Background: an optimization exercise with open tools, aiming at small area, a short achievable clock period and few clock cycles. Do not read the settings as production practice.
Only simulation tests tie the RTL to the original design; equivalence was not proved.
No activity file was given, so power comes from the tool's default toggle rates.

==> flow/design.v (excerpt) <==
module rlec (
    input  wire        clk,
    input  wire        rst_n,
    input  wire [3:0]  reg_addr,
    input  wire        reg_we,
    input  wire [31:0] reg_wdata,
    output reg  [31:0] reg_rdata,
    output wire        busy,
    output wire        ibuf_req,
    output wire [15:0] ibuf_addr,
    input  wire        ibuf_gnt,
    input  wire [7:0]  ibuf_rdata,
    output wire        obuf_req,
    output wire [15:0] obuf_addr,
    output wire [7:0]  obuf_wdata,
    input  wire        obuf_gnt
);
export LEC_CHECK = 0
export ABC_CLOCK_PERIOD_IN_PS = 5000
export CAP_MARGIN = 20
export CORE_MARGIN = 2
export CORE_UTILIZATION = 65
export CTS_BUF_LIST = sky130_fd_sc_hd__clkbuf_8
export CTS_CLUSTER_DIAMETER = 50
export CTS_CLUSTER_SIZE = 10
export PLACE_DENSITY = 0.75
export SETUP_SLACK_MARGIN = 4.7
export SLEW_MARGIN = 20
create_clock -name core_clock -period 10.0 [get_ports {clk}]
run.sh (not shown) runs the stock make flow with config.mk's settings and CLKGATE_MAP_FILE= SYNTH_SCRIPT=/design/flow/synth_recipe.tcl, a recipe that flattens the netlist after the stock synthesis.
The first run went through all stages and came out clean.
Testbench counts at the start, summed over its fixed seeds: cycles 399,155.
Next try:
Settings changed: SETUP_SLACK_MARGIN 4.7 to 5.
=>
- worst hold slack is better by 0.0050 ns
- non-clock buffer count is higher by 56
- clock skew came out higher by 0.010 ns
- final area grows by a few percent
- worst setup slack loses 0.022 ns
- die area stays the same
- total power goes up slightly
- via count climbs slightly
- first-iteration DRC count fell by a few percent
- sequential share of layout area shrinks by 0.97 points
Next try:
Settings changed: CTS_CLUSTER_DIAMETER 50 to 60, CTS_CLUSTER_SIZE 10 to 14, SETUP_SLACK_MARGIN 5 to 4.7.
What happened: Combinational power fell by about 4.7%; hold slack stays flat; worst setup slack improves by 0.0039 ns; global-route usage fell by 0.58 points; cell area fell by about 4%; routed wire length fell by 2.6%; clock skew stays flat; area after synthesis stays the same.

* * *

Starting RTL as in the previous note.
Settings: LEC_CHECK=0, ABC_CLOCK_PERIOD_IN_PS=5000, CAP_MARGIN=20, CORE_MARGIN=2, CORE_UTILIZATION=65, PLACE_DENSITY=0.75, SETUP_SLACK_MARGIN=4.7, SLEW_MARGIN=20; clock period 10.0 ns.
The baseline finished clean.
Testbench counts at the start, summed over its fixed seeds: cycles 399,155.
Change:
--- a/flow/config.mk
+++ b/flow/config.mk
@@ -10,5 +10,9 @@
 export CORE_MARGIN = 2
 export CORE_UTILIZATION = 65
+export CTS_BUF_LIST = sky130_fd_sc_hd__clkbuf_8
+export CTS_CLUSTER_DIAMETER = 60
+export CTS_CLUSTER_SIZE = 14
+export GPL_TIMING_DRIVEN = 0
 export PLACE_DENSITY = 0.75
-export SETUP_SLACK_MARGIN = 4.7
+export SETUP_SLACK_MARGIN = 4.5
 export SLEW_MARGIN = 20
The changed run finished clean.
Power decreases by 11%.
Die area stays the same.
Register-to-register slack degrades by 30 ps.
Routed wire length hardly moves.
Utilization increases by 0.20 points.

* * *

Another version of the RTL of rlec (not shown whole).
Size in the first run: roughly 2300 cells after synthesis, roughly 120 I/O pins, ~0.018 sq mm of cells after synthesis.
==> flow/config.mk <==
export PLATFORM = sky130hd
export DESIGN_NAME = rlec
export DESIGN_NICKNAME = rlec
export VERILOG_FILES = /design/flow/design.v
export SDC_FILE = /design/flow/constraint.sdc
export NUM_CORES = 4
export LEC_CHECK = 0
export ABC_CLOCK_PERIOD_IN_PS = 5000
export CAP_MARGIN = 20
export CORE_MARGIN = 2
export CORE_UTILIZATION = 70
export CTS_BUF_LIST = sky130_fd_sc_hd__clkbuf_8
export CTS_CLUSTER_DIAMETER = 50
export CTS_CLUSTER_SIZE = 10
export PLACE_DENSITY = 0.8
export SETUP_SLACK_MARGIN = 4.7
export SLEW_MARGIN = 20
==> flow/constraint.sdc <==
create_clock -name core_clock -period 10.0 [get_ports {clk}]
set_input_delay 2.0000 -clock core_clock [delete_from_list [all_inputs] [get_ports {clk}]]
set_output_delay 2.0000 -clock core_clock [all_outputs]
set_load 0.01 [all_outputs]
Testbench counts at the start, summed over its fixed seeds: cycles 398,828.
Next try:
Settings changed: CORE_UTILIZATION 70 to 65, PLACE_DENSITY 0.8 to 0.75.
After rerunning:
- The changed run completed without violations
- synthesized area is unchanged
- register-to-register slack loses 0.10 ns
- die area goes up by a little under a tenth
- final area goes up slightly
- hold slack loses 0.0048 ns

* * *

Another version of the RTL of rlec (not shown whole).
Size in the first run: ~2800 cells after synthesis, ~290 flip-flops, ~120 I/O pins.
make LEC_CHECK=0 CAP_MARGIN=20 CORE_MARGIN=2 CORE_UTILIZATION=40 PLACE_DENSITY=0.6 SETUP_SLACK_MARGIN=3 SLEW_MARGIN=20 finish   # period 10.0 ns
The first run finished clean.
Testbench counts at the start, summed over its fixed seeds: cycles 399,155.
Rerun with:
- ABC_CLOCK_PERIOD_IN_PS: default -> 5000
- SETUP_SLACK_MARGIN: 3 -> 4.5
- clock skew barely changes
- cell count increases by 1.1%
- synthesized area is unchanged
- hold slack stays flat
- worst setup slack improves by 1.4 ns
- combinational power increases by about 7%
- wire length increases by 1.5%
- die area is unchanged
- sequential cell count does not change

[afterwards: timing with drivers on the ports]
The results above use ideal ports. As a check the final layouts listed here were re-extracted and re-timed, cells and wires unchanged. Step 1 assumes that a clkbuf_16 drives the clock port and a buf_2 every other input. Step 2 times the ports against the registers' clock, not the clock port: input delays grow and output delays shrink by t, the midpoint of the rising clock arrivals with the driver on. Three values: ideal ports, drivers, drivers and shift; two values: the first two.
| run | t (ns) | setup slack, ns | worst slew at a driven data input, ns |
|---|---|---|---|
| the first run of note 1 | 0.635 | 4.648 / 4.599 / 4.368 | 0.06 |
| the second run of note 1 | 0.603 | 4.626 / 4.572 / 4.572 | 0.15 |
| the third run of note 1 | 0.671 | 4.630 / 4.582 / 4.458 | 0.09 |
| the first run of note 2 | 0.619 | 4.647 / 4.599 / 4.433 | 0.06 |
| the second run of note 2 | 0.677 | 4.325 / 4.283 / 4.283 | 0.05 |
| the first run of note 3 | 0.607 | 4.610 / 4.560 / 4.143 | 0.10 |
| the second run of note 3 | 0.607 | 4.690 / 4.642 / 4.286 | 0.09 |
| the first run of note 4 | 0.619 | 3.141 / 3.109 / 3.109 | 0.06 |
| the second run of note 4 | 0.618 | 4.505 / 4.472 / 4.348 | 0.07 |
After both steps every run listed still meets setup and hold. The setup slack of the first run of note 3, which loses most, moves by -0.050 ns with the drivers and by -0.467 ns with both steps.
